Background: an optimization exercise with open tools, aiming at small area, a short achievable clock period and few clock cycles per item. Do not read the settings as production practice.
Function was checked by simulation only, so behaviour that the tests miss may differ from the original.
Power is estimated from default activity; no workload was simulated.

<file path="flow/config.mk">
export PLATFORM = sky130hd
export DESIGN_NAME = nmea_core
export DESIGN_NICKNAME = nmea_core
export VERILOG_FILES = /design/flow/design.v
export SDC_FILE = /design/flow/constraint.sdc
export NUM_CORES = 4
export LEC_CHECK = 0
export ABC_AREA = 1
export CAP_MARGIN = 20
export CORE_MARGIN = 2
export CORE_UTILIZATION = 50
export CTS_BUF_LIST = sky130_fd_sc_hd__clkbuf_16
export CTS_CLUSTER_DIAMETER = 80
export CTS_CLUSTER_SIZE = 30
export PLACE_DENSITY = 0.7
export SETUP_SLACK_MARGIN = 5.0
export SLEW_MARGIN = 20
</file>
<file path="flow/constraint.sdc">
create_clock -name core_clock -period 8.0 [get_ports {clk}]
set_input_delay 1.6000 -clock core_clock [delete_from_list [all_inputs] [get_ports {clk}]]
set_output_delay 1.6000 -clock core_clock [all_outputs]
set_load 0.01 [all_outputs]
</file>
<file path="flow/design.v">
module nmea_core (
    input  wire       clk,
    input  wire       rst,
    input  wire       in_valid,
    output reg        in_ready,
    input  wire [9:0] in_beat,
    output reg        out_valid,
    input  wire       out_ready,
    output reg  [9:0] out_beat
);
    localparam integer N  = 158;   
    localparam integer D  = 76;    
    localparam integer Q  = 3;     
    localparam [7:0] CH_LF  = 8'h0A;
    localparam [7:0] CH_CR  = 8'h0D;
    localparam [7:0] CH_DOL = 8'h24;
    localparam [7:0] CH_STR = 8'h2A;
    localparam [7:0] CH_COM = 8'h2C;
    function [7:0] inc;   
        input [7:0] a;
        inc = (a == N - 1) ? 8'd0 : a + 8'd1;
    endfunction
    function [4:0] hexval;   
        input [7:0] b;
        begin
            if (b >= 8'h30 && b <= 8'h39)      hexval = {1'b1, b[3:0]};
            else if (b >= 8'h41 && b <= 8'h46) hexval = {1'b1, b[3:0] + 4'd9};
            else if (b >= 8'h61 && b <= 8'h66) hexval = {1'b1, b[3:0] + 4'd9};
            else                               hexval = 5'd0;
        end
    endfunction
    function in_range;
        input [7:0] x, lo, hi;
        in_range = (lo <= hi) ? (x >= lo && x < hi) : (x >= lo || x < hi);
    endfunction
    function [4:0] bclass;
        input [7:0] b;
        bclass = {b == CH_LF, b == CH_CR, b == CH_DOL, b == CH_STR, b == CH_COM};
    endfunction
    reg  [8*N-1:0] ring;
    reg  [7:0] W;             
    reg  [7:0] R;             
    wire [7:0] ring_w = ring[8*N-1 -: 8];
    wire [7:0] ring_r = ring[8*D+7 -: 8];
    reg        wr_en;
    reg  [9:0] iq0, iq1;
    wire [4:0] ic0 = bclass(iq0[7:0]);
    reg  [1:0] occ;
    wire       acc  = in_valid && in_ready;
    reg        cons;              
    wire       hv   = (occ != 2'd0);
    always @(posedge clk)
        ring <= {ring[8*(N-1)-1:0], wr_en ? iq0[7:0] : ring_w};
    reg  [6:0] len;           
    reg  [6:0] sl;            
    reg  [6:0] len_n, sl_n;
    reg        lz_n, ll_n, sz_n, sll_n;
    wire       len_le77 = (len <= 7'd77);
    wire       sl_le77  = (sl <= 7'd77);
    reg        len_z, len_le78, sl_z, sl_le78;   
    reg        al;            
    reg        rwd;           
    reg        rb_ok;         
    reg        sdollar;       
    reg        lastcr;        
    reg        hpend;         
    reg  [7:0] lstart;        
    reg  [7:0] s0;            
    reg  [7:0] wp;            
    reg  [3:0] enabled;
    reg  [7:0] xr, xs;        
    reg        star, cs, fc, fcok;
    reg  [7:0] star_a;        
    reg  [7:0] fc_a;          
    reg  [1:0] ac;            
    reg        d1v, d1e, d2v, d2e;   
    reg  [3:0] m;             
    reg        c_ok;          
    reg        e_job, e_eos;
    reg        pend_end;      
    localparam [2:0] RS_IDLE = 3'd0, RS_WS = 3'd1, RS_SS = 3'd2,
                     RS_JOB = 3'd3, RS_WH = 3'd4, RS_SH = 3'd5;
    reg  [2:0] rs, rs_n;
    reg        rs_idle;       
    reg        rs_eos;
    reg  [1:0] q_t  [0:Q-1];
    reg  [7:0] q_f0 [0:Q-1];    
    reg  [7:0] q_f1 [0:Q-1];    
    reg  [3:0] q_e  [0:Q-1];    
    reg        q_m;             
    reg  [2:0] qc;
    reg  [3:0] eos_tail;
    reg  [7:0] vb, va;
    reg  [4:0] vc;
    reg        v_go;
    wire [6:0] vi = len;
    wire [4:0] hxb = hexval(vb);
    wire       ck_ok   = star ? ((ac == 2'd2 && d1v && d2v) ? (d1e && d2e) : (xs == 8'h00))
                              : (xr == 8'h00);
    wire       cm_ok   = fcok && (!star || cs);
    wire       ty_ok   = |(m & enabled);
    wire       cand_ok = vc[3] && (vi >= 7'd6) && (vi <= 7'd78) && ty_ok && ck_ok && cm_ok;
    wire       h_data = hv && !iq0[9];
    wire       h_last = iq0[8];
    wire [7:0] h_b    = iq0[7:0];
    wire       h_lf   = ic0[4];
    wire       h_cr   = ic0[3];
    wire       h_cmd  = hv && (iq0[9:8] == 2'b10);
    wire [6:0] len1 = (len == 7'd80) ? 7'd80 : len + 7'd1;
    wire [6:0] sl1  = (sl == 7'd80) ? 7'd80 : sl + 7'd1;
    wire       sd1  = sl_z ? ic0[2] : sdollar;
    wire       useful = len_le78 || (sd1 && sl_le78);
    wire       anch_ok;
    wire       q_room   = (qc + {2'b00, e_job}) < Q;
    wire       eos_room = (eos_tail <= 4'd13);
    reg        s1_job, s1_rare, s1_eos;
    always @* begin
        cons    = 1'b0;
        s1_job  = 1'b0;
        s1_rare = 1'b0;
        s1_eos  = 1'b0;
        v_go    = 1'b0;
        vb      = h_b;
        vc      = ic0;
        va      = W;
        wr_en   = 1'b0;
        if (pend_end) begin
        end else if (rs_idle) begin
            if (h_data && !h_lf) begin
                s1_eos  = h_last;
                s1_job  = h_last && h_cr;
                s1_rare = h_last && h_cr && hpend && sd1;
                if ((!h_last || (eos_room && (!s1_rare || q_room))) &&
                    (!useful || (len_z ? rb_ok : anch_ok))) begin
                    cons  = 1'b1;
                    v_go  = 1'b1;
                    wr_en = useful;
                end
            end else if (h_data) begin
                s1_eos  = h_last;
                s1_job  = (sl != 7'd0) && lastcr;
                s1_rare = (sl != 7'd0) && lastcr && hpend && sdollar;
                cons    = (!h_last || eos_room) && (!s1_job || q_room);
            end else if (h_cmd) begin
                s1_eos = (h_b[7:4] == 4'h3);
                cons   = !s1_eos || eos_room;
            end else begin
                cons = hv;   
            end
        end else if (rs != RS_JOB) begin
            v_go = (W == wp);
            vb   = ring_w;
            vc   = bclass(ring_w);
        end
    end
    wire       can_out = !out_valid || out_ready;
    wire       q_any   = (qc != 3'd0);
    assign     anch_ok = al && !(q_any && (rwd || wp == q_f0[0]));
    wire       wpu     = wr_en || (v_go && !rs_idle);
    wire       coming  = c_ok && (e_job || pend_end || (rs_idle && h_data && h_lf && lastcr && !sl_z));
    wire [7:0] bound   = q_any ? q_f0[0] : fc_a;
    wire       hd_eos  = q_any && (q_e[0] != 4'd0);
    wire       hd_msg  = q_any && !hd_eos && !q_m;
    wire       hd_done = q_any && !hd_eos && q_m && (q_f0[0] == q_f1[0]);
    wire       hd_fld  = q_any && !hd_eos && q_m && !hd_done && (R == q_f0[0]);
    wire       tl_eos  = !q_any && (eos_tail != 4'd0);
    wire       st2_job = e_job && c_ok;
    wire       deq     = hd_done && !st2_job;
    wire       emit    = can_out && (hd_msg || hd_fld || hd_eos || tl_eos);
    wire       tail_dec = can_out && tl_eos;
    wire [3:0] eos_tail_m1  = eos_tail - 4'd1;
    wire [3:0] eos_tail_dec = tail_dec ? eos_tail_m1 : eos_tail;
    wire [3:0] eos_tail_nx  = e_eos ? (tail_dec ? eos_tail : eos_tail + 4'd1)
                                    : eos_tail_dec;
    integer k;
    always @(posedge clk) begin
        W <= inc(W);
        R <= inc(R);
        if (rst) begin
            W <= 8'd0;
            R <= N - 1 - D;
        end
        if (rst) begin
            occ      <= 2'd0;
            in_ready <= 1'b1;
        end else begin
            case ({acc, cons})
                2'b10: begin
                    if (occ == 2'd0) begin iq0 <= in_beat; end
                    else             begin iq1 <= in_beat; end
                    occ      <= occ + 2'd1;
                    in_ready <= (occ == 2'd0);
                end
                2'b01: begin
                    iq0      <= iq1;
                    occ      <= occ - 2'd1;
                    in_ready <= 1'b1;
                end
                2'b11: begin
                    if (occ == 2'd1) begin
                        iq0 <= in_beat;
                    end else begin
                        iq0 <= iq1;
                        iq1 <= in_beat;
                    end
                end
                default: ;
            endcase
        end
        if (v_go) begin
            if (vi == 7'd0) begin
                xr <= 8'h00;
                star <= 1'b0; cs <= 1'b0; fc <= 1'b0; fcok <= 1'b0;
                ac <= 2'd3;
            end else begin
                xr <= xr ^ vb;
                if (vc[1]) begin
                    star   <= 1'b1;
                    xs     <= xr;
                    star_a <= va;
                    cs     <= fc;
                    ac     <= 2'd0;
                end else begin
                    if (ac != 2'd3) ac <= ac + 2'd1;
                    if (vc[3] && !star) star_a <= va;
                end
                if (ac == 2'd0) begin
                    d1v <= hxb[4];
                    d1e <= (hxb[3:0] == xs[7:4]);
                end
                if (ac == 2'd1) begin
                    d2v <= hxb[4];
                    d2e <= (hxb[3:0] == xs[3:0]);
                end
                if (vc[0] && !fc) begin
                    fc   <= 1'b1;
                    fcok <= (vi >= 7'd6);
                    fc_a <= va;
                end
            end
            case (vi)
                7'd3: m <= {vb == "R", vb == "G", vb == "G", vb == "G"};
                7'd4: m <= m & {vb == "M", vb == "S", vb == "N", vb == "G"};
                7'd5: m <= m & {vb == "C", vb == "A", vb == "S", vb == "A"};
                default: ;
            endcase
            c_ok <= cand_ok;
            if (wr_en || !rs_idle) wp <= inc(va);
        end
        len_n = len;
        sl_n  = sl;
        lz_n  = len_z;
        ll_n  = len_le78;
        sz_n  = sl_z;
        sll_n = sl_le78;
        rs_n  = rs;
        e_job <= 1'b0;
        e_eos <= 1'b0;
        if (pend_end && q_room) begin
            pend_end <= 1'b0;
            e_job    <= 1'b1;
            e_eos    <= 1'b1;
        end
        if (rst) begin
            pend_end <= 1'b0;
            e_job    <= 1'b0;
            e_eos    <= 1'b0;
            len_n     = 7'd0; lz_n = 1'b1; ll_n = 1'b1;
            sl_n      = 7'd0; sz_n = 1'b1; sll_n = 1'b1;
            hpend   <= 1'b0;
            enabled <= 4'b1111;
            rs_n      = RS_IDLE;
        end else begin
            case (rs)
                RS_IDLE: if (cons) begin
                    if (h_data && !h_lf) begin
                        if (len == 7'd0) lstart <= W;
                        if (sl == 7'd0) s0 <= W;
                        sdollar <= sd1;
                        lastcr  <= h_cr;
                        if (!h_last) begin
                            len_n = len1; lz_n = 1'b0; ll_n = len_le77;
                            sl_n  = sl1; sz_n = 1'b0; sll_n = sl_le77;
                        end else begin
                            sl_n = 7'd0; sz_n = 1'b1; sll_n = 1'b1;
                            if (s1_rare) begin
                                len_n    = 7'd0; lz_n = 1'b1; ll_n = 1'b1;
                                rs_n     = (sl <= 7'd78) ? RS_WS : RS_JOB;
                                wp     <= (sl == 7'd0) ? W : s0;
                                sl_n     = (sl <= 7'd78) ? sl1 : 7'd0; sz_n = !(sl <= 7'd78); sll_n = 1'b1;
                                rs_eos <= 1'b1;
                                c_ok   <= 1'b0;
                            end else begin
                                e_job    <= s1_job && q_room;
                                e_eos    <= !s1_job || q_room;
                                pend_end <= s1_job && !q_room;
                                if (h_cr || len >= 7'd79) begin
                                    len_n = 7'd0; lz_n = 1'b1; ll_n = 1'b1; hpend <= 1'b0;
                                end else begin
                                    len_n = len1; lz_n = 1'b0; ll_n = len_le77; hpend <= 1'b1;
                                end
                            end
                        end
                    end else if (h_data) begin
                        sl_n = 7'd0; sz_n = 1'b1; sll_n = 1'b1;
                        if (s1_rare) begin
                            len_n    = 7'd0; lz_n = 1'b1; ll_n = 1'b1;
                            rs_n     = (sl <= 7'd79) ? RS_WS : RS_JOB;
                            wp     <= s0;
                            sl_n     = (sl <= 7'd79) ? sl : 7'd0; sz_n = !(sl <= 7'd79); sll_n = 1'b1;
                            rs_eos <= h_last;
                            c_ok   <= 1'b0;
                        end else begin
                            e_job <= s1_job;
                            e_eos <= h_last;
                            if (sl != 7'd0) begin
                                if (lastcr || len > 7'd79) begin
                                    len_n = 7'd0; lz_n = 1'b1; ll_n = 1'b1; hpend <= 1'b0;
                                end else begin
                                    hpend <= 1'b1;
                                end
                            end
                        end
                    end else if (h_cmd) begin
                        case (h_b[7:4])
                            4'h1: begin len_n = 7'd0; lz_n = 1'b1; ll_n = 1'b1; hpend <= 1'b0; sl_n = 7'd0; sz_n = 1'b1; sll_n = 1'b1; enabled <= 4'b1111; end
                            4'h2: begin len_n = 7'd0; lz_n = 1'b1; ll_n = 1'b1; hpend <= 1'b0; sl_n = 7'd0; sz_n = 1'b1; sll_n = 1'b1; enabled <= h_b[3:0]; end
                            4'h3: e_eos <= 1'b1;
                            default: ;
                        endcase
                    end
                end
                RS_WS, RS_SS: begin
                    if (v_go) begin
                        len_n  = len1; lz_n = 1'b0; ll_n = len_le77;
                        rs_n   = RS_SS;
                        if (len1 == sl) begin
                            rs_n = RS_JOB;
                            sl_n = 7'd0; sz_n = 1'b1; sll_n = 1'b1;
                        end
                    end
                end
                RS_JOB: begin
                    e_job <= 1'b1;
                    e_eos <= rs_eos;
                    rs_n    = RS_WH;
                    wp    <= lstart;
                    len_n   = 7'd0; lz_n = 1'b1; ll_n = 1'b1;
                end
                RS_WH, RS_SH: begin
                    if (v_go) begin
                        len_n  = len1; lz_n = 1'b0; ll_n = len_le77;
                        rs_n   = RS_SH;
                        if (inc(W) == s0) rs_n = RS_IDLE;
                    end
                end
                default: rs_n = RS_IDLE;
            endcase
        end
        len      <= len_n;
        sl       <= sl_n;
        len_z    <= lz_n;
        len_le78 <= ll_n;
        sl_z     <= sz_n;
        sl_le78  <= sll_n;
        rs       <= rs_n;
        rs_idle  <= (rs_n == RS_IDLE);
        al       <= wpu || (inc(W) == wp);
        if (!q_any && rs_idle) rwd <= 1'b0;
        if (rs_n != RS_IDLE && rs_idle) rwd <= 1'b1;
        if (rst) rwd <= 1'b0;
        if (rst) begin
            qc        <= 3'd0;
            q_m       <= 1'b0;
            eos_tail  <= 4'd0;
            out_valid <= 1'b0;
            out_beat  <= 10'd0;
            rb_ok     <= 1'b1;
        end else begin
            if (can_out && hd_eos) q_e[0] <= q_e[0] - 4'd1;
            if (can_out && hd_msg) begin
                q_m     <= 1'b1;
                q_f0[0] <= inc(q_f0[0]);    
            end
            if (can_out && hd_fld) q_f0[0] <= inc(q_f0[0]);
            if (deq) begin
                q_m <= 1'b0;
                for (k = 0; k < Q - 1; k = k + 1) begin
                    q_t[k]  <= q_t[k+1];
                    q_f0[k] <= q_f0[k+1];
                    q_f1[k] <= q_f1[k+1];
                    q_e[k]  <= q_e[k+1];
                end
            end
            if (st2_job) begin
                for (k = 0; k < Q; k = k + 1)
                    if (qc == k) begin
                        q_t[k]  <= {m[3] | m[2], m[3] | m[1]};
                        q_f0[k] <= fc_a;
                        q_f1[k] <= star_a;
                        q_e[k]  <= eos_tail_dec;
                    end
                eos_tail <= {3'd0, e_eos};
            end else begin
                eos_tail <= eos_tail_nx;
            end
            qc <= qc + {2'd0, st2_job} - {2'd0, deq};
            rb_ok <= !rwd && ((!q_any && !coming) ||
                              (wpu ? (inc(W) != bound) : in_range(inc(W), wp, bound)));
            if (emit) begin
                out_valid <= 1'b1;
                out_beat  <= hd_msg ? {2'b10, 6'd0, q_t[0]} :
                             hd_fld ? {2'b00, ring_r} : 10'h300;
            end else if (out_ready) begin
                out_valid <= 1'b0;
            end
        end
    end
endmodule
</file>
<file path="flow/run.sh">
#!/bin/bash
# synth_recipe.tcl (not shown) runs the flow's synth.tcl, then flattens the netlist and writes it again
# the make line also repeats each setting of config.mk as NAME=value (left out here)
make -C /OpenROAD-flow-scripts/flow DESIGN_CONFIG=/design/flow/config.mk WORK_HOME=/design/flow/orfs CLKGATE_MAP_FILE= SYNTH_SCRIPT=/design/flow/synth_recipe.tcl finish
</file>
==> metrics.md, run 1 <==
| Metric | Value |
|---|---|
| Starting density of the core | 0.506 |
| Vias in the first global route | roughly 19000 |
| CTS clk-pin slew, worst paths | 0.10 ns |
| Int Pwr | approximately 11000 µW |
| Slew Limit Headroom | 0.453 |
| Initial antenna violation count | 1 |
| Buffer and inverter count on the worst path | 5 |
| First-pass GRT wire length | between 90 and 100 mm |
| 1st-pass router iterations | 6 |
| Yosys reg bits | roughly 1500 |
| Vias/cell | around 4.7 |
| Levels on crit path | 9 |
| Fin crit period | 2.95 ns |
| Post-synth top flop | dfxtp_1 |
| Die area | around 80000 µm² |
| CTS tree | yes |
| Top-Level Pins | 26 |
| Pin count of the biggest net entering global routing | a little over 70 |
| Clock Skew | between 0.04 and 0.05 ns |
| Final worst slack | roughly 5 ns |
| Worst-Margin Slew | 0.817 ns |
| Syn_area_per_cell | 13.1 µm² |
| Async S/R FF share, synth | 0 |
| Final nets | 3156 |
| CTS Buffer Depth | 3 |
| Sink Count | approximately 1500 |
| Avg WL per Cell | around 15 µm |
| Worst-Skew Late Latency | 0.68 ns |
| Startpoint Class | input port |
| Max cap viols | 0 |
| Top cell family by delay on the critical path | buffers and inverters |
| Mapped Area | slightly below 40000 µm² |
| Fin Setup TNS | 0 ns |
| Fin. max-slew vios | 0 |
| Status | finished clean |
| P per Cell Area | between 300 and 400 nW/µm² |
| Hold path depth | 0 |
| Tot GR Track Use | 0.152 |
| Hold Buf Count CTS | 0 |
| TritonCTS Buffers | between 50 and 60 |
| Iter 0 DRT Violations | between 1500 and 2000 |
| Synth cell types | between 60 and 70 |
| Critical Path AT | approximately 3.4 ns |
| Cells on worst reg2reg path | 11 |
| Layout cells sized above 1 | 0.0810 |
| Fin util | 0.554 |
| Max VDD drop | 0.292 mV |
| Post-route ant nets | 0 |
| Worst setup EP type | flop |
| Hold Path Class | reg2reg |
| Post-Place Setup Slack | approximately 3.9 ns |
| Total routed wirelength | approximately 62 mm |
| Die height | 284 µm |
| Switching share of power | 0.269 |
| RSZ-0062 raised after global routing | yes |
| Crit Path Class | in2reg |
| Crit path cell chain | clkdlybuf4s50_1 > nand2_1 > inv_1 > ha_1 > inv_1 > nor2_4 > inv_1 > a221oi_4 > buf_12 |
| H-Tree Depth | 2 |
| Comb pwr share | 0.140 |
| Crit-path slowest cell | clkdlybuf4s50_1 |
| Final Hold Viols | 0 |
| Post-DP HPWL | 38.5 mm |
| Number of flops mapped to enable cells by yosys | roughly 150 |
| Tcrit/Tclk final | 0.369 |
| Total core area | slightly below 80000 µm² |
| Syn-to-layout area delta | 9.49% |
| Grt ovf | 0 |
| Setup violations, final | 0 |
| Yosys synthesis warning count | 5 |
| Sequential Power Share | 0.613 |
| CP Max Fanout | 10 |
| Commonest non-fill, non-tap cell in the layout | dfxtp_1 |
| Syn nets | a little over 3000 |
| Die Span X | around 280 µm |
| Clk pwr share | 0.246 |
| Std-Cell Rows | ~100 |
| Fmax | roughly 340 MHz |
| Cells after Synth | 2998 |
| Data required time of the critical path | 8.40 ns |
| Placed instance area | approximately 40000 µm² |
| Sequential area share after synthesis | 0.802 |
| DRC viols | 0 |
| Most used cell, CP | inv_1 |
| PortBufs | 25 |
| Root Driver | clkbuf_16 |
| Antenna diode count | 0 |
| Gpl congestion | roughly 0.88 |
| Final instance area | between 40000 and 50000 µm² |
| NetSw | 3880 µW |
| Leakage Power | 0.0173 µW |
| Worst path max stage delay | ~0.56 ns |
| Vias | 19600 |
| Commonest non-fill, non-tap cells in the layout | dfxtp_1, nand2_1, inv_1 |
## power by group through the flow
stage                     registers, µW  clock network [µW]  logic (µW)
after global routing               8920                3910        2240
after detailed placement           8980                   0        1790
final                              8830                3550        2020
after global placement             8980                   0        1760
after floorplan                    8820                   0        1380
after CTS                          8840                3650        1870
## registers in the layout, indices dropped and copies added (netlist names), 8 cells and up
signal,count
xs,8
wp,8
star_a,8
q_f0,24
xr,8
iq0,10
q_e,12
ring,1264
fc_a,8
iq1,10
out_beat,10
lstart,8
s0,8
q_f1,24
R,8
W,8
## layout make-up
class                   count  area (µm²)
fillers                  6257       34600
multi-input cells        1189        6730
well taps                1040        1300
repair buffers             71         654
clock buffers              59        1480
flip-flops and latches   1495       31500
clock inverters            21         258
inverters                 265        1020
## metal layers
| layer | global-route usage | wire length [µm] |
|---|---|---|
| met5 | 0 | 0 |
| met4 | 0.0556 | 1870 |
| met3 | 0.0277 | 4080 |
| met2 | 0.216 | 25300 |
| met1 | 0.230 | 30500 |
## cell families (layout without fill, tap and decap cells)
family,Yosys count,after routing,synth area share
compound gates,360,360,0.0529
buf+inv,314,416,0.0318
simple gates,731,731,0.0847
flops,1495,1495,0.802
fa+ha+maj,61,61,0.0197
xor+xnor,37,37,0.00846
## timing repair
action	4_1_cts	5_1_grt
pin swaps	9	8
buffers inserted	10	31
gates cloned	0	0
resized for setup	52	51
endpoints found under the hold margin	0	0
endpoints found under the setup margin	129	151
## final timing paths
path | start | endpoint | slack (ns)
hold reg to reg | ring[219] | ring[227] | 0.31
setup / recovery | in_valid | iq1[8] | 5.05
hold / removal | ring[219] | ring[227] | 0.31
setup reg to reg | qc[2] | qc[1] | 5.14
## cell usage after synthesis, drive strengths merged (4+ instances only)
| cell type | count | share of area |
|---|---|---|
| nor4 | 22 | 0.0037 |
| xnor2 | 15 | 0.0035 |
| a22oi | 12 | 0.0023 |
| buf | 22 | 0.0038 |
| dfxtp | 1344 | 0.69 |
| nand4 | 26 | 0.0042 |
| inv | 260 | 0.025 |
| o211ai | 8 | 0.0015 |
| nand2 | 364 | 0.037 |
| clkinv | 5 | 0.00048 |
| nand3 | 92 | 0.012 |
| xor2 | 22 | 0.0049 |
| nor3 | 40 | 0.0067 |
| nor2 | 172 | 0.018 |
| edfxtp | 151 | 0.12 |
| a21oi | 95 | 0.013 |
| clkbuf | 27 | 0.0026 |
| o32ai | 10 | 0.0022 |
| a31oi | 20 | 0.0032 |
| nand3b | 4 | 0.00077 |
| ha | 60 | 0.019 |
| o21ai | 165 | 0.022 |
| or2 | 5 | 0.00080 |
| o22ai | 27 | 0.0043 |
## metrics by stage
| stage | total power, µW | std cells | hold WS, ns |
|---|---|---|---|
| 2_1_floorplan | 10200 | 2998 | 0.310 |
| 3_3_place_gp | 10700 | 4018 | 0.310 |
| 3_5_place_dp | 10800 | 4018 | 0.312 |
| 4_1_cts | 14400 | 4108 | 0.310 |
| 5_1_grt | 15100 | 4140 | 0.302 |
| 6_report | 14400 | 4140 | 0.308 |
Testbench counts, summed over its fixed seeds: cycles 146,334, bytes 145,071.
==> inputs of run 2 (changes only) <==
--- a/flow/config.mk
+++ b/flow/config.mk
@@ -9,9 +9,10 @@
 export CAP_MARGIN = 20
 export CORE_MARGIN = 2
-export CORE_UTILIZATION = 50
+export CORE_UTILIZATION = 40
 export CTS_BUF_LIST = sky130_fd_sc_hd__clkbuf_16
 export CTS_CLUSTER_DIAMETER = 80
 export CTS_CLUSTER_SIZE = 30
-export PLACE_DENSITY = 0.7
+export PLACE_DENSITY = 0.6
 export SETUP_SLACK_MARGIN = 5.0
 export SLEW_MARGIN = 20
+export TNS_END_PERCENT = 5
==> run 2 against run 1 <==
First-iteration DRC count decreased by 1.6%. Sequential power hardly changed. Synthesized cell count unchanged. Largest cell class unchanged. Routed wire length is 2.0% higher. Non-clock buffer count up 1. Still clean.
==> metrics.md, run 2 <==
| Metric | Value |
|---|---|
| Status | finished clean |
| Async S/R FF share, synth | 0 (unchanged) |
| Layout cells sized above 1 | 0.0774 (-0.00360) |
| Sequential cell area | 31500 µm² (about the same) |
| Syn nets | 3073 (unchanged) |
| Tcrit/Tclk final | 0.401 (+0.0320) |
| Worst r2r src | rs[0] |
| Fin crit period | 3.21 ns (+0.256 ns) |
| Vias | 19600 (-0.35%) |
| Max VDD drop | 0.233 mV (-20%) |
| Leakage Power | 0.0173 µW (+0.20%) |
| Share of Yosys cell area claimed by the top area cell type | 0.687 (unchanged) |
| Slew Limit Headroom | 0.357 (-0.0965) |
| Largest area contributor in the netlist | dfxtp_1 |
| Max FFs per register | 1264 (unchanged) |
| CP Max Fanout | 2 (-8) |
| Yosys synthesis warning count | 5 (unchanged) |
| Cells after Synth | 2998 (unchanged) |
| Worst setup EP type | primary output |
| Total core area | 96900 µm² (+25%) |
| Final instance area | 43200 µm² (+0.59%) |
| RSZ-0062 raised after global routing | yes |
| Endpoint, Worst Hold | ring[433] |
| Slack of the worst reg-to-reg path | 4.98 ns (-0.16 ns) |
| First-pass GRT wire length | 101 mm (+1.9%) |
| Most frequent cell after synthesis | dfxtp_1 |
| Final Hold Viols | 0 (unchanged) |
| Yosys reg bits | 1495 (unchanged) |
| Vias/cell | 4.47 (-5.8%) |
| Total routed wirelength | 62.9 mm (+2.0%) |
| Buffer and inverter count on the worst path | 1 (-4) |
| Root Driver | clkbuf_16 |
| Cells on worst reg2reg path | 16 (+5) |
| Tot GR Track Use | 0.125 (-0.0266) |
| Synth cell types | 64 (unchanged) |
| Pin count of the biggest net entering global routing | 71 (-1.4%) |
| PortBufs | 25 (unchanged) |
| Data required time of the critical path | 6.40 ns (-2.00 ns) |
| Antenna diode count | 0 (unchanged) |
| Number of flops mapped to enable cells by yosys | 151 (unchanged) |
| Std-Cell Rows | 114 (+12%) |
| Starting density of the core | 0.405 (-0.101) |
| Post-Place Setup Slack | 4.15 ns (+0.205 ns) |
| Worst-Margin Slew | 0.965 ns (+0.149 ns) |
| Fin util | 0.446 (-0.108) |
| Post-synth top flop | dfxtp_1 |
| Area of the multi-input gates | 6660 µm² (-1.0%) |
| Gpl congestion | 0.857 (-2.9%) |
| Placed instance area | 40900 µm² (+0.73%) |
| Hold path depth | 0 (unchanged) |
| Hold path start | ring[425] |
| Die area | 100000 µm² (+25%) |
| FF-to-FF End | d2e |
| Commonest non-fill, non-tap cell in the layout | dfxtp_1 |
| Critical Path AT | 1.61 ns (-1.74 ns) |
| TritonCTS Buffers | 59 (unchanged) |
| Worst path max stage delay | 0.55 ns (about the same) |
| Crit-path slowest cell | clkdlybuf4s50_1 |
| Top reg by flops | ring |
| CTS Buffer Depth | 3 (unchanged) |
| Post-DP HPWL | 39.3 mm (+2.0%) |
| DRC viols | 0 (unchanged) |
| Fmax | 312 MHz (-8.0%) |
| Avg WL per Cell | 14.4 µm (-3.6%) |
| Crit Path Class | reg2out |
| CTS clk-pin slew, worst paths | 0.12 ns (+0.02 ns) |
| Fin. max-slew vios | 0 (unchanged) |
| Syn_area_per_cell | 13.1 µm² (unchanged) |
| Die Span X | 317 µm (+12%) |
| Setup violations, final | 0 (unchanged) |
| Top flop regs | ring: 1264 flops, q_f0: 24 flops, q_f1: 24 flops |
| Commonest non-fill, non-tap cells in the layout | dfxtp_1, nand2_1, inv_1 |
| Area contributors post-synth | dfxtp_1, edfxtp_1, nand2_1 |
| Filler instances | 8657 (+38%) |
| Initial antenna violation count | 0 (-1) |
| Top cell family by delay on the critical path | buffers and inverters |
| Clock Skew | 0.0507 ns (+0.00567 ns) |
| Top-Level Pins | 26 (unchanged) |
| Hold Path Class | reg2reg |
| Sink Count | 1495 (unchanged) |
| Post-route ant nets | 0 (unchanged) |
| Fin Setup TNS | 0 ns (unchanged) |
| Max cap viols | 0 (unchanged) |
| Mapped Area | 39200 µm² (unchanged) |
| Hold WS | 0.303 ns (-0.00523 ns) |
| 1st-pass router iterations | 6 (unchanged) |
| Worst-Skew Late Latency | 0.68 ns (about the same) |
| Final nets | 3157 (+0.032%) |
| Sequential area share after synthesis | 0.802 (unchanged) |
| Startpoint Class | flop |
| H-Tree Depth | 2 (unchanged) |
| Final worst slack | 4.79 ns (-0.256 ns) |
| Syn-to-layout area delta | 10.1% |
| Die height | 317 µm (+12%) |
| Vias in the first global route | 18400 (-1.3%) |
| CTS tree | yes |
| Iter 0 DRT Violations | 1495 (-1.6%) |
| Grt ovf | 0 (unchanged) |
| Commonest cells in the netlist | dfxtp_1, nand2_1, inv_1 |
| Crit path cell chain | clkdlybuf4s50_1 |
| Hold Buf Count CTS | 0 (unchanged) |
| P per Cell Area | 335 nW/µm² (-0.13%) |
run 2: cell types whose count changed in the layout (fill, tap and decap cells not counted), sizes merged:
cell / delta
bufinv: +1
dlygate4sd2: +2
clkinv: -2
dlymetal6s2s: +2
clkdlybuf4s50: +3
clkdlybuf4s15: -7
clkbuf: +2
inv: +2
clkinvlp: -1
run 2: cell families (layout without fill, tap and decap cells):
kind of cell / Yosys count / in the layout / synth area share
adders and majority gates: 61 / 61 / 0.0197
AOI/OAI and AO/OA: 360 / 360 / 0.0529
xor gates and xnor gates: 37 / 37 / 0.00846
DFF: 1495 / 1495 / 0.802
and+or+nand+nor: 731 / 731 / 0.0847
buffers and inverters: 314 / 418 / 0.0318
run 2: worst max-delay path by stage:
stage	from	end	slack (ns)	depth (start not counted)
global route	W[3]	rb_ok	4.74	14
floorplan	qc[0]	iq1[0]	4.87	16
CTS	out_beat[8]	out_beat[8]	4.74	1
detailed placement	out_ready	eos_tail[3]	4.15	9
finish	out_beat[8]	out_beat[8]	4.79	1
global placement	out_ready	eos_tail[3]	4.18	9
run 2: metrics by stage:
| stage | total power, µW | std cells |
|---|---|---|
| 5_1_grt | 15200 | 4378 |
| 4_1_cts | 14400 | 4339 |
| 3_5_place_dp | 10800 | 4255 |
| 3_3_place_gp | 10800 | 4255 |
| 6_report | 14500 | 4378 |
| 2_1_floorplan | 10200 | 2998 |
run 2: where the power goes:
| part | switching, µW | internal, µW | total [µW] |
|---|---|---|---|
| Sequential | 359 | 8460 | 8820 |
| Combinational | 1360 | 682 | 2040 |
| Clock | 2160 | 1440 | 3600 |
run 2: area by class of cell:
class | count | area share
clock buffer | 60 | 0.0348
multi-input combinational | 1189 | 0.154
timing repair buffer | 72 | 0.0153
sequential | 1495 | 0.729
inverter | 265 | 0.0235
tap | 1276 | 0.0370
clock inverter | 21 | 0.00618
run 2: worst register-to-register path: cells and delay by family (launching register included):
kind	cells	cell delay (ns)
AND/OR/NAND/NOR	8	1.06
AO/OA/AOI/OAI	4	0.71
flip-flops	1	0.43
buffers and inverters	3	0.32
adder cells (fa/ha/maj)	1	0.25
run 2: per-layer routing:
layer  vias to the layer above  GRT usage  wire [µm]
li1                       9854          -          -
met1                      9190      0.193      32200
met2                       416      0.179      25800
met3                       102     0.0202       3330
met4                         0     0.0371       1570
met5                         -          0          0
run 2: repair_timing:
action | in CTS | in global routing
gates cloned | 0 | 1
gates resized for setup | 19 | 43
endpoints found under the setup margin | 120 | 188
buffers inserted | 3 | 37
pin swaps | 3 | 11
==> inputs of run 3 (changes only) <==
--- a/flow/config.mk
+++ b/flow/config.mk
@@ -13,6 +13,6 @@
 export CTS_CLUSTER_DIAMETER = 80
 export CTS_CLUSTER_SIZE = 30
+export GPL_TIMING_DRIVEN = 0
 export PLACE_DENSITY = 0.6
 export SETUP_SLACK_MARGIN = 5.0
 export SLEW_MARGIN = 20
-export TNS_END_PERCENT = 5
==> run 3 against run 2 <==
Clock power about the same. Via count up 0.96%. Clock skew decreased by 0.013 ns. Still clean. Largest cell class unchanged. Design area up 1.2%. Synthesized cell count unchanged. Fmax up 4.0%. Largest power group unchanged. Critical endpoint is now iq1[0].
==> metrics.md, run 3 <==
| Metric | Value |
|---|---|
| Worst setup EP type | flop |
| Routed wire length on met2 | 26.1 mm (+0.86%) |
| Gpl congestion | 0.888 (+3.7%) |
| Total routed wirelength | 63.5 mm (+0.90%) |
| Initial antenna violation count | 0 (unchanged) |
| Met1 wire length | 31.8 mm (-1.2%) |
| 1st-pass router iterations | 5 (-1) |
| CP Max Fanout | 5 (+3) |
| Hold path depth | 0 (unchanged) |
| Syn nets | 3073 (unchanged) |
| Worst r2r src | iq0[6] |
| Hold Path Class | reg2reg |
| Iter 0 DRT Violations | 1343 (-10%) |
| Sink Count | 1495 (unchanged) |
| Root Driver | clkbuf_16 |
| CTS tree | yes |
| Metal3 WL | 3.72 mm (+12%) |
| Post-synth top flop | dfxtp_1 |
| Share of Yosys cell area claimed by the top area cell type | 0.687 (unchanged) |
| FF-to-FF End | iq1[0] |
| Max FFs per register | 1264 (unchanged) |
| Final Hold Viols | 0 (unchanged) |
| Yosys synthesis warning count | 5 (unchanged) |
| Critical Path AT | 3.50 ns (+1.89 ns) |
| Tot GR Track Use | 0.127 (+0.00148) |
| Commonest non-fill, non-tap cell in the layout | dfxtp_1 |
| RSZ-0062 raised after global routing | yes |
| Data required time of the critical path | 8.41 ns (+2.01 ns) |
| Yosys reg bits | 1495 (unchanged) |
| Number of flops mapped to enable cells by yosys | 151 (unchanged) |
| Std-Cell Rows | 114 (unchanged) |
| P per Cell Area | 335 nW/µm² (about the same) |
| Commonest non-fill, non-tap cells in the layout | dfxtp_1, nand2_1, inv_1 |
| Final instance area | 43700 µm² (+1.2%) |
| Post-Place Setup Slack | 4.01 ns (-0.145 ns) |
| Layout cells sized above 1 | 0.0913 (+0.0139) |
| H-Tree Depth | 2 (unchanged) |
| Starting density of the core | 0.405 (unchanged) |
| Vias in the first global route | 18500 (+0.66%) |
| Hold WS | 0.321 ns (+0.0182 ns) |
| Clock Skew | 0.0373 ns (-0.0134 ns) |
| Fin Setup TNS | 0 ns (unchanged) |
| Post-DP HPWL | 40.9 mm (+4.1%) |
| Worst-Skew Late Latency | 0.68 ns (about the same) |
| Antenna diode count | 0 (unchanged) |
| Tcrit/Tclk final | 0.386 (-0.0154) |
| Area contributors post-synth | dfxtp_1, edfxtp_1, nand2_1 |
| TritonCTS Buffers | 59 (unchanged) |
| Top-Level Pins | 26 (unchanged) |
| Syn-to-layout area delta | 11.4% |
| Cells on worst reg2reg path | 17 (+1) |
| First-pass GRT wire length | 101 mm (about the same) |
| Placed instance area | 41100 µm² (+0.69%) |
| Slack of the worst reg-to-reg path | 4.94 ns (-0.04 ns) |
| Commonest cells in the netlist | dfxtp_1, nand2_1, inv_1 |
| Top flop regs | ring: 1264 flops, q_f0: 24 flops, q_f1: 24 flops |
| Vias/cell | 4.46 (-0.22%) |
| Final nets | 3205 (+1.5%) |
| Endpoint, Worst Hold | ring[604] |
| Synth cell types | 64 (unchanged) |
| PortBufs | 24 (-4.0%) |
| Setup violations, final | 0 (unchanged) |
| CTS Buffer Depth | 3 (unchanged) |
| Syn_area_per_cell | 13.1 µm² (unchanged) |
| Fmax | 324 MHz (+4.0%) |
| DRC viols | 0 (unchanged) |
| Crit path cell chain | clkdlybuf4s50_1 > nand2_2 > inv_1 > ha_4 > inv_4 > nor2_4 > inv_2 > a221oi_4 > buf_4 > buf_12 |
| Cells after Synth | 2998 (unchanged) |
| Vias | 19800 (+0.96%) |
| Max VDD drop | 0.243 mV (+4.2%) |
| CTS clk-pin slew, worst paths | 0.10 ns (-0.02 ns) |
| Avg WL per Cell | 14.3 µm (-0.29%) |
| Slew Limit Headroom | 0.283 (-0.0731) |
| Post-route ant nets | 0 (unchanged) |
| Max layer used | met4 |
| Crit Path Class | in2reg |
| Leakage Power | 0.0175 µW (+1.1%) |
| Total chip power | 14600 µW (+1.3%) |
| Largest area contributor in the netlist | dfxtp_1 |
| Filler instances | 8659 (+0.023%) |
| Worst path max stage delay | 0.61 ns (+0.06 ns) |
| Mapped Area | 39200 µm² (unchanged) |
| Die area | 100000 µm² (unchanged) |
| Async S/R FF share, synth | 0 (unchanged) |
| Pin count of the biggest net entering global routing | 54 (-24%) |
| Die height | 317 µm (unchanged) |
| Grt ovf | 0 (unchanged) |
| Startpoint Class | input port |
| Fin. max-slew vios | 0 (unchanged) |
| Max cap viols | 0 (unchanged) |
| Hold path start | ring[596] |
| Status | finished clean |
| Die Span X | 317 µm (unchanged) |
| Fin crit period | 3.08 ns (-0.123 ns) |
| Most frequent cell after synthesis | dfxtp_1 |
| Sequential area share after synthesis | 0.802 (unchanged) |
| Worst-Margin Slew | 1.07 ns (+0.110 ns) |
| Top reg by flops | ring |
| Crit-path slowest cell | clkdlybuf4s50_1 |
| Final worst slack | 4.92 ns (+0.123 ns) |
| Total core area | 96900 µm² (unchanged) |
==> run 3: cell counts after synthesis <==
Identical to the previous run, type by type.
==> run 3: worst max path at each step <==
stage	endpoint	cells after the start	start
after floorplan	q_e[2][0]	5	rst
final	iq1[0]	10	in_valid
after detailed placement	eos_tail[3]	9	out_ready
after CTS	out_valid	1	out_valid
after global placement	iq0[6]	6	in_valid
after global routing	rb_ok	15	W[4]
==> run 3: layout make-up <==
type / instances / area, µm² / area share
Sequential cell: 1495 / 31500 / 0.721
Multi-Input combinational cell: 1189 / 6790 / 0.155
Tap cell: 1276 / 1600 / 0.0366
Clock buffer: 60 / 1500 / 0.0344
Inverter: 265 / 1030 / 0.0236
Timing Repair Buffer: 71 / 727 / 0.0166
Buffer: 49 / 300 / 0.00688
Clock inverter: 25 / 253 / 0.00579
==> run 3: cells by family after synthesis <==
| group | Yosys count | synth area share |
|---|---|---|
| flip-flops | 1495 | 0.802 |
| AND/OR/NAND/NOR | 731 | 0.0847 |
| AO/OA/AOI/OAI | 360 | 0.0529 |
| buffers and inverters | 314 | 0.0318 |
| adder cells (fa/ha/maj) | 61 | 0.0197 |
| XOR/XNOR | 37 | 0.00846 |
==> run 3: where the power goes <==
part	switching, µW	internal (µW)
clock	2160	1410
sequential	340	8460
combinational	1470	801
==> run 3: repair_timing <==
action                     4_1_cts  5_1_grt
setup endpoints to repair       86      123
buffers inserted                23       22
gates cloned                     1        0
pin swaps                        8       16
gates resized for setup         61       64
hold buffers                     0        0
hold endpoints to repair         0        0
==> run 3: critical path, delay by kind of cell <==
family / cells / cell delay [ns]
buffers and inverters: 6 / 1.17
AND/OR/NAND/NOR: 2 / 0.26
adder cells (fa/ha/maj): 1 / 0.17
AO/OA/AOI/OAI: 1 / 0.29
==> run 3: metrics by stage <==
step | util | instances
final | 0.451 | 4430
after global routing | 0.451 | 4430
after CTS | 0.446 | 4408
after detailed placement | 0.425 | 4299
after global placement | 0.424 | 4298
after floorplan | - | 2998
==> run 3: per-layer routing <==
layer / track usage / vias to the layer above
li1: - / 9957
met1: 0.187 / 9276
met4: 0.0442 / 0
met3: 0.0258 / 111
met5: 0 / -
met2: 0.184 / 406
==> inputs of run 4 (changes only) <==
--- a/flow/config.mk
+++ b/flow/config.mk
@@ -13,5 +13,4 @@
 export CTS_CLUSTER_DIAMETER = 80
 export CTS_CLUSTER_SIZE = 30
-export GPL_TIMING_DRIVEN = 0
 export PLACE_DENSITY = 0.6
 export SETUP_SLACK_MARGIN = 5.0
==> run 4 against run 3 <==
Design area down 1.1%. Clock power hardly changed. Area after synthesis unchanged. Clock-buffer cell count decreased by 1. Global-route usage shrank 0.27 points. Sequential power about the same. Hold slack worse by 0.0044 ns. Die area did not move. Critical path type unchanged. Critical endpoint is now iq1[2].
==> metrics.md, run 4 <==
| Metric | Value |
|---|---|
| Status | finished clean |
| Max FFs per register | 1264 (unchanged) |
| Startpoint Class | input port |
| Async S/R FF share, synth | 0 (unchanged) |
| Starting density of the core | 0.405 (unchanged) |
| CTS clk-pin slew, worst paths | 0.10 ns (about the same) |
| Leakage Power | 0.0173 µW (-1.3%) |
| Yosys synthesis warning count | 5 (unchanged) |
| Worst-Margin Slew | 0.736 ns (-0.339 ns) |
| Total routed wirelength | 62.1 mm (-2.2%) |
| Crit Path Class | in2reg |
| Fin Setup TNS | 0 ns (unchanged) |
| Post-DP HPWL | 39.2 mm (-4.2%) |
| Top-Level Pins | 26 (unchanged) |
| Sink Count | 1495 (unchanged) |
| Number of flops mapped to enable cells by yosys | 151 (unchanged) |
| Hold Path Class | reg2reg |
| RSZ-0062 raised after global routing | yes |
| Std-Cell Rows | 114 (unchanged) |
| CP Max Fanout | 10 (+5) |
| Cells after Synth | 2998 (unchanged) |
| NetSw | 3880 µW (-2.4%) |
| Tcrit/Tclk final | 0.367 (-0.0189) |
| Die height | 317 µm (unchanged) |
| CTS Buffer Depth | 3 (unchanged) |
| Gpl congestion | 0.871 (-1.9%) |
| Fin. max-slew vios | 0 (unchanged) |
| Slack of the worst reg-to-reg path | 5.10 ns (+0.16 ns) |
| Commonest non-fill, non-tap cells in the layout | dfxtp_1, nand2_1, inv_1 |
| Avg WL per Cell | 14.2 µm (-0.97%) |
| DRC viols | 0 (unchanged) |
| Yosys reg bits | 1495 (unchanged) |
| Pin count of the biggest net entering global routing | 54 (unchanged) |
| Sequential Power Share | 0.612 (+0.011) |
| Crit path cell chain | clkdlybuf4s50_1 > nand2_1 > inv_1 > ha_1 > inv_1 > nor2_4 > inv_1 > a221oi_4 > buf_12 |
| Hold Buf Count CTS | 0 (unchanged) |
| Die area | 100000 µm² (unchanged) |
| Top reg by flops | ring |
| Most used cell, CP | inv_1 |
| Layout cells sized above 1 | 0.0823 (-0.00905) |
| Clock Skew | 0.0412 ns (+0.00392 ns) |
| Die Span X | 317 µm (unchanged) |
| Sequential area share after synthesis | 0.802 (unchanged) |
| Commonest cells in the netlist | dfxtp_1, nand2_1, inv_1 |
| Crit-path slowest cell | clkdlybuf4s50_1 |
| Synth cell types | 64 (unchanged) |
| Final instance area | 43200 µm² (-1.1%) |
| Antenna diode count | 0 (unchanged) |
| Clk pwr share | 0.247 (+0.003) |
| Worst setup EP type | flop |
| Share of Yosys cell area claimed by the top area cell type | 0.687 (unchanged) |
| PortBufs | 25 (+4.2%) |
| GRT busiest layer | met1 |
| Vias | 19400 (-1.6%) |
| Fin crit period | 2.93 ns (-0.151 ns) |
| Final nets | 3155 (-1.6%) |
| Worst path max stage delay | 0.59 ns (-0.02 ns) |
| Syn_area_per_cell | 13.1 µm² (unchanged) |
| Vias/cell | 4.44 (-0.43%) |
| Mapped Area | 39200 µm² (unchanged) |
| Initial antenna violation count | 1 (+1) |
| Setup violations, final | 0 (unchanged) |
| Slew Limit Headroom | 0.509 (+0.226) |
| Tot GR Track Use | 0.124 (-0.00273) |
| Most frequent cell after synthesis | dfxtp_1 |
| Int Pwr | 10500 µW (-1.5%) |
| Root Driver | clkbuf_16 |
| Top cell family by delay on the critical path | buffers and inverters |
| Global Route met3 Usage | 0.0184 (-0.00743) |
| Global Route met2 Usage | 0.181 (-0.00262) |
| Switching share of power | 0.269 (-0.00180) |
| Iter 0 DRT Violations | 1251 (-6.9%) |
| Area contributors post-synth | dfxtp_1, edfxtp_1, nand2_1 |
| First-pass GRT wire length | 99.8 mm (-0.97%) |
| Post-synth top flop | dfxtp_1 |
| Syn nets | 3073 (unchanged) |
| H-Tree Depth | 2 (unchanged) |
| Total core area | 96900 µm² (unchanged) |
| Worst-Skew Late Latency | 0.69 ns (about the same) |
| Buffer and inverter count on the worst path | 5 (-1) |
| Grt ovf | 0 (unchanged) |
| Data required time of the critical path | 8.41 ns (about the same) |
| Largest area contributor in the netlist | dfxtp_1 |
| Met1 usage | 0.190 (+0.00316) |
| Post-route ant nets | 0 (unchanged) |
| Placed instance area | 40900 µm² (-0.68%) |
| CTS tree | yes |
| 1st-pass router iterations | 6 (+1) |
| Fin util | 0.446 (-0.00490) |
| Comb pwr share | 0.141 (-0.014) |
| TritonCTS Buffers | 59 (unchanged) |
| Vias in the first global route | 18000 (-2.5%) |
| Syn-to-layout area delta | 10.2% |
| Max VDD drop | 0.230 mV (-5.3%) |
| Final Hold Viols | 0 (unchanged) |
| Critical Path AT | 3.35 ns (-0.15 ns) |
| Commonest non-fill, non-tap cell in the layout | dfxtp_1 |
| Top flop regs | ring: 1264 flops, q_f0: 24 flops, q_f1: 24 flops |
| P per Cell Area | 333 nW/µm² (-0.64%) |
| Max cap viols | 0 (unchanged) |
| Fmax | 341 MHz (+5.2%) |
run 4: cell counts after synthesis:
Identical to the previous run, type by type.
run 4: layer usage:
layer	wire (µm)	vias to the layer above
li1	-	9864
met1	32100	9066
met2	25700	402
met3	2960	94
met4	1360	0
met5	0	-
run 4: cell families after synthesis:
family          share of synthesized area
buf+inv                            0.0318
xor+xnor                          0.00846
simple gates                       0.0847
flops                               0.802
compound gates                     0.0529
fa+ha+maj                          0.0197
run 4: power by group through the flow:
stage / Sequential (µW) / Combinational, µW / Clock [µW]
finish: 8810 / 2030 / 3560
global route: 8910 / 2250 / 3960
CTS: 8830 / 1870 / 3700
detailed placement: 8980 / 1790 / 0
global placement: 8990 / 1770 / 0
floorplan: 8820 / 1380 / 0
run 4: area by class of cell:
cell class	count	area, µm²
Fill cell	8662	53700
Timing Repair Buffer	70	637
Clock inverter	22	263
Multi-Input combinational cell	1189	6730
Clock buffer	59	1480
Sequential cell	1495	31500
Tap cell	1276	1600
Inverter	265	1010
run 4: stage by stage:
stage	std cells	power [µW]	hold WS, ns	setup WS [ns]
floorplan	2998	10200	0.310	4.99
global placement	4254	10800	0.311	4.15
detailed placement	4254	10800	0.312	4.15
CTS	4345	14400	0.310	4.91
global route	4376	15100	0.318	4.95
finish	4376	14400	0.317	5.07
run 4: repair_timing:
item | in CTS | in global routing
buffers inserted | 10 | 30
pin swaps | 8 | 8
gates resized for setup | 58 | 44
setup endpoints to repair | 144 | 122
run 4: worst register-to-register path, delay by kind of cell, from the launching register on:
| family | cells | cell delay, ns |
|---|---|---|
| buffers and inverters | 3 | 0.37 |
| DFF | 1 | 0.36 |
| adders and majority gates | 2 | 0.43 |
| AOI/OAI and AO/OA | 3 | 0.92 |
| and+or+nand+nor | 4 | 0.57 |
run 4: path summary, 6_finish.rpt:
check / startpoint / endpoint / cells after the start
hold reg to reg: ring[701] / ring[709] / 0
setup / recovery: in_valid / iq1[2] / 9
hold / removal: ring[701] / ring[709] / 0
setup reg to reg: occ[0] / iq0[6] / 12
==> inputs of run 5 (changes only) <==
--- a/flow/config.mk
+++ b/flow/config.mk
@@ -7,5 +7,5 @@
 export LEC_CHECK = 0
 export ABC_AREA = 1
-export CAP_MARGIN = 20
+export CAP_MARGIN = 5
 export CORE_MARGIN = 2
 export CORE_UTILIZATION = 40
@@ -15,3 +15,3 @@
 export PLACE_DENSITY = 0.6
 export SETUP_SLACK_MARGIN = 5.0
-export SLEW_MARGIN = 20
+export SLEW_MARGIN = 5
==> run 5 against run 4 <==
Largest cell class unchanged. Still clean on timing, DRC and antenna. Critical endpoint unchanged. Synthesized cell count did not move. Global-route usage did not move. Hold slack got worse by 0.00064 ns.
==> metrics.md, run 5 <==
| Metric | Value |
|---|---|
| Final Hold Viols | 0 (unchanged) |
| Die area | 100000 µm² (unchanged) |
| Max FFs per register | 1264 (unchanged) |
| Gpl congestion | 0.871 (unchanged) |
| Share of Yosys cell area claimed by the top area cell type | 0.687 (unchanged) |
| Comb pwr share | 0.141 (about the same) |
| Int Pwr | 10500 µW (unchanged) |
| Fin Setup TNS | 0 ns (unchanged) |
| CTS tree | yes |
| Std-Cell Rows | 114 (unchanged) |
| Top reg by flops | ring |
| Syn nets | 3073 (unchanged) |
| Starting density of the core | 0.405 (unchanged) |
| Fin. max-slew vios | 0 (unchanged) |
| Slack of the worst reg-to-reg path | 5.09 ns (about the same) |
| RSZ-0062 raised after global routing | yes |
| Sink Count | 1495 (unchanged) |
| Antenna diode count | 0 (unchanged) |
| Area contributors post-synth | dfxtp_1, edfxtp_1, nand2_1 |
| Max cap viols | 0 (unchanged) |
| Startpoint Class | input port |
| CP Max Fanout | 10 (unchanged) |
| Layout cells sized above 1 | 0.0823 (unchanged) |
| Vias in the first global route | 18000 (unchanged) |
| Final nets | 3155 (unchanged) |
| Endpoint, Worst Hold | ring[709] |
| Hold Path Class | reg2reg |
| Most frequent cell after synthesis | dfxtp_1 |
| P per Cell Area | 333 nW/µm² (about the same) |
| Sequential area share after synthesis | 0.802 (unchanged) |
| Cells on worst reg2reg path | 12 (unchanged) |
| Adder-cell share of the synthesized area | 0.0197 (unchanged) |
| Leakage Power | 0.0173 µW (about the same) |
| Vias/cell | 4.44 (about the same) |
| Clk pwr share | 0.247 (about the same) |
| Max VDD drop | 0.230 mV (about the same) |
| Commonest non-fill, non-tap cell in the layout | dfxtp_1 |
| Status | finished clean |
| Mapped Area | 39200 µm² (unchanged) |
| Total chip power | 14400 µW (about the same) |
| Post-route ant nets | 0 (unchanged) |
| Synth cell types | 64 (unchanged) |
| DRC viols | 0 (unchanged) |
| First-pass GRT wire length | 99.8 mm (unchanged) |
| Final instance area | 43200 µm² (about the same) |
| Hold Buf Count CTS | 0 (unchanged) |
| Die height | 317 µm (unchanged) |
| Die Span X | 317 µm (unchanged) |
| Top flop regs | ring: 1264 flops, q_f0: 24 flops, q_f1: 24 flops |
| CTS clk-pin slew, worst paths | 0.10 ns (about the same) |
| Switching share of power | 0.269 (about the same) |
| Yosys synthesis warning count | 5 (unchanged) |
| Data required time of the critical path | 8.41 ns (about the same) |
| Clock Skew | 0.0401 ns (-0.00115 ns) |
| Initial antenna violation count | 1 (unchanged) |
| Final worst slack | 5.06 ns (-0.00697 ns) |
| Slew Limit Headroom | 0.501 (-0.00879) |
| Vias | 19400 (+0.067%) |
| Tot GR Track Use | 0.124 (unchanged) |
| Worst setup EP type | flop |
| Tcrit/Tclk final | 0.367 (+0.000871) |
| Async S/R FF share, synth | 0 (unchanged) |
| Total routed wirelength | 62.2 mm (+0.21%) |
| Combinational family with the most area after synthesis | simple AND/OR/NAND/NOR gates |
| Mux share of post-synthesis cell area | 0 (unchanged) |
| Yosys reg bits | 1495 (unchanged) |
| Number of flops mapped to enable cells by yosys | 151 (unchanged) |
| Synth Area in XOR/XNOR | 0.00846 (unchanged) |
| Syn_area_per_cell | 13.1 µm² (unchanged) |
| Sequential Power Share | 0.612 (about the same) |
| NetSw | 3870 µW (about the same) |
| Setup violations, final | 0 (unchanged) |
| Commonest non-fill, non-tap cells in the layout | dfxtp_1, nand2_1, inv_1 |
| Pin count of the biggest net entering global routing | 54 (unchanged) |
| Root Driver | clkbuf_16 |
| Crit Path Class | in2reg |
| Fin crit period | 2.94 ns (+0.00697 ns) |
| Worst r2r src | occ[0] |
| Simple-gate area share of the yosys netlist | 0.0847 (unchanged) |
| Placed instance area | 40900 µm² (unchanged) |
| Post-DP HPWL | 39.2 mm (unchanged) |
| Post-Place Setup Slack | 4.15 ns (unchanged) |
| Top-Level Pins | 26 (unchanged) |
| Syn-to-layout area delta | 10.2% (about the same) |
| H-Tree Depth | 2 (unchanged) |
| Commonest cells in the netlist | dfxtp_1, nand2_1, inv_1 |
| Hold path depth | 0 (unchanged) |
| Worst-Margin Slew | 0.749 ns (+0.0132 ns) |
| 1st-pass router iterations | 5 (-1) |
| Largest area contributor in the netlist | dfxtp_1 |
| Total core area | 96900 µm² (unchanged) |
| Cells after Synth | 2998 (unchanged) |
| Post-synth top flop | dfxtp_1 |
| Avg WL per Cell | 14.2 µm (+0.21%) |
| Critical Path AT | 3.35 ns (about the same) |
| Iter 0 DRT Violations | 1201 (-4.0%) |
| Fmax | 340 MHz (-0.24%) |
| Synth Area in Compound Gates | 0.0529 (unchanged) |
| Worst-Skew Late Latency | 0.69 ns (about the same) |
| PortBufs | 25 (unchanged) |
| Fin util | 0.446 (about the same) |
| CTS Buffer Depth | 3 (unchanged) |
| TritonCTS Buffers | 59 (unchanged) |
| FF-to-FF End | iq0[6] |
| Hold path start | ring[701] |
| Grt ovf | 0 (unchanged) |
## run 5: cell families (layout without fill, tap and decap cells)
family,count (synthesis),in the layout
flip-flops,1495,1495
AND/OR/NAND/NOR,731,732
AO/OA/AOI/OAI,360,360
buffers and inverters,314,415
adder cells (fa/ha/maj),61,61
XOR/XNOR,37,37
## run 5: power by group through the flow
stage          clock network, µW  logic [µW]  registers (µW)
2_1_floorplan                  0        1380            8820
3_3_place_gp                   0        1770            8990
3_5_place_dp                   0        1790            8980
4_1_cts                     3700        1870            8830
5_1_grt                     3960        2250            8910
6_report                    3560        2030            8810
## run 5: cell type report
type | count | area (µm²)
clock buffer | 59 | 1480
clock inverter | 22 | 263
fill | 8663 | 53700
inverter | 265 | 1010
multi-input combinational | 1190 | 6750
sequential | 1495 | 31500
tap | 1276 | 1600
timing repair buffer | 69 | 622
## run 5: repair_timing
item                                   in CTS  in global routing
buffers inserted                           10                 30
gates cloned                                0                  1
gates resized for setup                    58                 46
endpoints found under the hold margin       0                  0
setup endpoints to repair                 144                144
pin swaps                                   8                  8
## run 5: worst max-delay path by stage
stage | from | endpoint
floorplan | rst | q_e[2][0]
global placement | out_ready | eos_tail[3]
detailed placement | rst | q_f1[2][5]
CTS | rst | q_f0[2][4]
global route | e_job | xs[6]
finish | in_valid | iq1[2]
## run 5: layer usage
layer | global-route usage | vias to the layer above | part of all wire
met5 | 0 | - | 0
met4 | 0.0333 | 0 | 0.022
met3 | 0.0184 | 93 | 0.050
met2 | 0.181 | 412 | 0.41
met1 | 0.190 | 9073 | 0.51
li1 | - | 9861 | -
## run 5: critical path: stages
cell,delay [ns]
clkdlybuf4s50_1,0.59
nand2_1,0.16
inv_1,0.15
ha_1,0.16
inv_1,0.07
nor2_4,0.11
inv_1,0.08
a221oi_4,0.27
buf_12,0.17
## run 5: stage by stage
step | hold WS [ns] | instances
floorplan | 0.310 | 2998
global placement | 0.311 | 4254
detailed placement | 0.312 | 4254
CTS | 0.310 | 4345
global route | 0.318 | 4376
finish | 0.316 | 4376
==> inputs of run 6 (changes only) <==
--- a/flow/config.mk
+++ b/flow/config.mk
@@ -7,11 +7,11 @@
 export LEC_CHECK = 0
 export ABC_AREA = 1
-export CAP_MARGIN = 5
+export CAP_MARGIN = 20
 export CORE_MARGIN = 2
 export CORE_UTILIZATION = 40
-export CTS_BUF_LIST = sky130_fd_sc_hd__clkbuf_16
+export CTS_BUF_LIST = sky130_fd_sc_hd__clkbuf_8 sky130_fd_sc_hd__clkbuf_16
 export CTS_CLUSTER_DIAMETER = 80
 export CTS_CLUSTER_SIZE = 30
 export PLACE_DENSITY = 0.6
 export SETUP_SLACK_MARGIN = 5.0
-export SLEW_MARGIN = 5
+export SLEW_MARGIN = 20
==> run 6 against run 5 <==
Global-route usage is the same. Power is essentially flat. Hold slack gained 0.00064 ns. Critical path depth is the same. Area after synthesis is the same. Register-to-register slack is essentially flat. Via count is essentially flat. Worst setup slack gained 0.0070 ns. First-iteration DRC count grew 4.2%. Final cell count is the same. Routed wire length shrank 0.21%. Clock-buffer cell count is the same. Critical path type unchanged. Largest power group unchanged.
==> metrics.md, run 6 <==
| Metric | Value |
|---|---|
| Fmax | 341 MHz (+0.24%) |
| PortBufs | 25 (unchanged) |
| Post-route ant nets | 0 (unchanged) |
| Setup violations, final | 0 (unchanged) |
| Syn_area_per_cell | 13.1 µm² (unchanged) |
| Commonest non-fill, non-tap cell in the layout | dfxtp_1 |
| Hold Buf Count CTS | 0 (unchanged) |
| Top reg by flops | ring |
| P per Cell Area | 333 nW/µm² (about the same) |
| Gpl congestion | 0.871 (unchanged) |
| CTS tree | yes |
| Fin Setup TNS | 0 ns (unchanged) |
| Most frequent cell after synthesis | dfxtp_1 |
| Mapped Area | 39200 µm² (unchanged) |
| Post-DP HPWL | 39.2 mm (unchanged) |
| Total routed wirelength | 62.1 mm (-0.21%) |
| Final instance area | 43200 µm² (about the same) |
| Grt ovf | 0 (unchanged) |
| Starting density of the core | 0.405 (unchanged) |
| Synth cell types | 64 (unchanged) |
| 1st-pass router iterations | 6 (+1) |
| Area contributors post-synth | dfxtp_1, edfxtp_1, nand2_1 |
| Vias in the first global route | 18000 (unchanged) |
| Critical Path AT | 3.35 ns (about the same) |
| Pin count of the biggest net entering global routing | 54 (unchanged) |
| Max FFs per register | 1264 (unchanged) |
| Share of Yosys cell area claimed by the top area cell type | 0.687 (unchanged) |
| Syn nets | 3073 (unchanged) |
| Die Span X | 317 µm (unchanged) |
| Top-Level Pins | 26 (unchanged) |
| Clock Skew | 0.0412 ns (+0.00115 ns) |
| Vias | 19400 (-0.067%) |
| Startpoint Class | input port |
| Cells after Synth | 2998 (unchanged) |
| Met1 usage | 0.190 (unchanged) |
| Layout cells sized above 1 | 0.0823 (unchanged) |
| Yosys reg bits | 1495 (unchanged) |
| Worst-Margin Slew | 0.736 ns (-0.0132 ns) |
| Placed cell count | 4254 (unchanged) |
| CP Max Fanout | 10 (unchanged) |
| Largest area contributor in the netlist | dfxtp_1 |
| Worst-Skew Late Latency | 0.69 ns (about the same) |
| Post-synth top flop | dfxtp_1 |
| Slew Limit Headroom | 0.509 (+0.00879) |
| Cells on worst reg2reg path | 12 (unchanged) |
| Worst setup EP type | flop |
| Leakage Power | 0.0173 µW (about the same) |
| Yosys synthesis warning count | 5 (unchanged) |
| Total core area | 96900 µm² (unchanged) |
| CTS clk-pin slew, worst paths | 0.10 ns (about the same) |
| Crit Path Class | in2reg |
| Final Hold Viols | 0 (unchanged) |
| Total chip power | 14400 µW (about the same) |
| Hold path depth | 0 (unchanged) |
| CTS Buffer Depth | 3 (unchanged) |
| Tot GR Track Use | 0.124 (unchanged) |
| Initial antenna violation count | 1 (unchanged) |
| Vias/cell | 4.44 (about the same) |
| Commonest non-fill, non-tap cells in the layout | dfxtp_1, nand2_1, inv_1 |
| Async S/R FF share, synth | 0 (unchanged) |
| First-pass GRT wire length | 99.8 mm (unchanged) |
| GRT busiest layer | met1 |
| Sink Count | 1495 (unchanged) |
| Max VDD drop | 0.230 mV (about the same) |
| Root Driver | clkbuf_16 |
| Antenna diode count | 0 (unchanged) |
| Tcrit/Tclk final | 0.367 (-0.000871) |
| RSZ-0062 raised after global routing | yes |
| Data required time of the critical path | 8.41 ns (about the same) |
| Die height | 317 µm (unchanged) |
| Sequential area share after synthesis | 0.802 (unchanged) |
| Syn-to-layout area delta | 10.2% (about the same) |
| H-Tree Depth | 2 (unchanged) |
| Std-Cell Rows | 114 (unchanged) |
| Avg WL per Cell | 14.2 µm (-0.21%) |
| Iter 0 DRT Violations | 1251 (+4.2%) |
| Global Route met3 Usage | 0.0184 (unchanged) |
| Global Route met2 Usage | 0.181 (unchanged) |
| Status | finished clean |
| DRC viols | 0 (unchanged) |
| Die area | 100000 µm² (unchanged) |
| Commonest cells in the netlist | dfxtp_1, nand2_1, inv_1 |
| Placed instance area | 40900 µm² (unchanged) |
| Top flop regs | ring: 1264 flops, q_f0: 24 flops, q_f1: 24 flops |
| Fin crit period | 2.93 ns (-0.00697 ns) |
| Final std cells w/o fill | 4376 (unchanged) |
| Max cap viols | 0 (unchanged) |
| TritonCTS Buffers | 59 (unchanged) |
| Hold Path Class | reg2reg |
| Fin. max-slew vios | 0 (unchanged) |
| Number of flops mapped to enable cells by yosys | 151 (unchanged) |
| Final nets | 3155 (unchanged) |
run 6: cell counts after synthesis:
No cell type changed its count.
run 6: cell families after synthesis:
logic type,Yosys count,share of synthesized area
DFF,1495,0.802
and+or+nand+nor,731,0.0847
AOI/OAI and AO/OA,360,0.0529
buffers and inverters,314,0.0318
adders and majority gates,61,0.0197
xor gates and xnor gates,37,0.00846
run 6: through the flow:
stage               utilization  hold slack [ns]  setup slack [ns]
floorplan                     -            0.310              4.99
global placement          0.422            0.311              4.15
detailed placement        0.422            0.312              4.15
CTS                       0.442            0.310              4.91
global route              0.446            0.318              4.95
finish                    0.446            0.317              5.07
run 6: final timing paths:
| path | slack [ns] | startpoint | end |
|---|---|---|---|
| worst max-delay path | 5.07 | in_valid | iq1[2] |
| worst min-delay path | 0.32 | ring[701] | ring[709] |
| worst max register to register | 5.10 | occ[0] | iq0[6] |
| worst min register to register | 0.32 | ring[701] | ring[709] |
run 6: area by class of cell:
class,instances,area [µm²]
flip-flops and latches,1495,31500
clock buffers,59,1480
fillers,8662,53700
well taps,1276,1600
inverters,265,1010
clock inverters,22,263
multi-input cells,1189,6730
repair buffers,70,637
run 6: routing by layer:
metal	routed length (µm)	up-vias
met1	32100	9066
met4	1360	0
li1	-	9864
met2	25700	402
met5	0	-
met3	2960	94
run 6: worst max-delay path, stage by stage:
cell and delay (ns):
clkdlybuf4s50_1 0.59, nand2_1 0.16, inv_1 0.14, ha_1 0.15, inv_1 0.07, nor2_4 0.11, inv_1 0.08, a221oi_4 0.27
buf_12 0.17
run 6: power by group:
group | switching, µW | internal [µW]
Clock | 2170 | 1390
Combinational | 1360 | 664
Sequential | 350 | 8460
run 6: what timing repair did:
action | in CTS | in global routing
pin swaps | 8 | 8
gates resized for setup | 58 | 44
buffers inserted | 10 | 30
setup endpoints to repair | 144 | 122

## port drivers added, routing unchanged
The flow's constraints put no driver on any port. The routed layouts listed below were extracted and timed again, unchanged, in two steps. Step 1, drivers: a clkbuf_16 drives clk and a buf_2 each remaining input, both assumed. Step 2 moves the port delays by t, midway between the first and last clock arrival at a register: inputs arrive t later, outputs are due t later. That takes back most of the time a late clock gives input paths. a / b / c = no drivers / after step 1 / after step 2; a / b = the first two.
run	t, ns	slack for setup (ns)	hold slack, ns	slew at the worst register clock pin (ns)
run 1	0.714	5.048 / 4.991 / 4.362	0.308 / 0.308 / 0.308	0.11 / 0.11
run 2	0.716	4.793 / 4.733 / 4.324	0.303 / 0.303 / 0.303	0.12 / 0.12
run 3	0.730	4.916 / 4.940 / 4.222	0.321 / 0.321 / 0.321	0.11 / 0.11
run 4	0.732	5.067 / 5.006 / 4.371	0.317 / 0.317 / 0.317	0.11 / 0.11
run 5	0.730	5.060 / 5.006 / 4.365	0.316 / 0.316 / 0.316	0.11 / 0.11
run 6	0.732	5.067 / 5.006 / 4.371	0.317 / 0.317 / 0.317	0.11 / 0.11
After both steps every run listed still meets setup and hold.
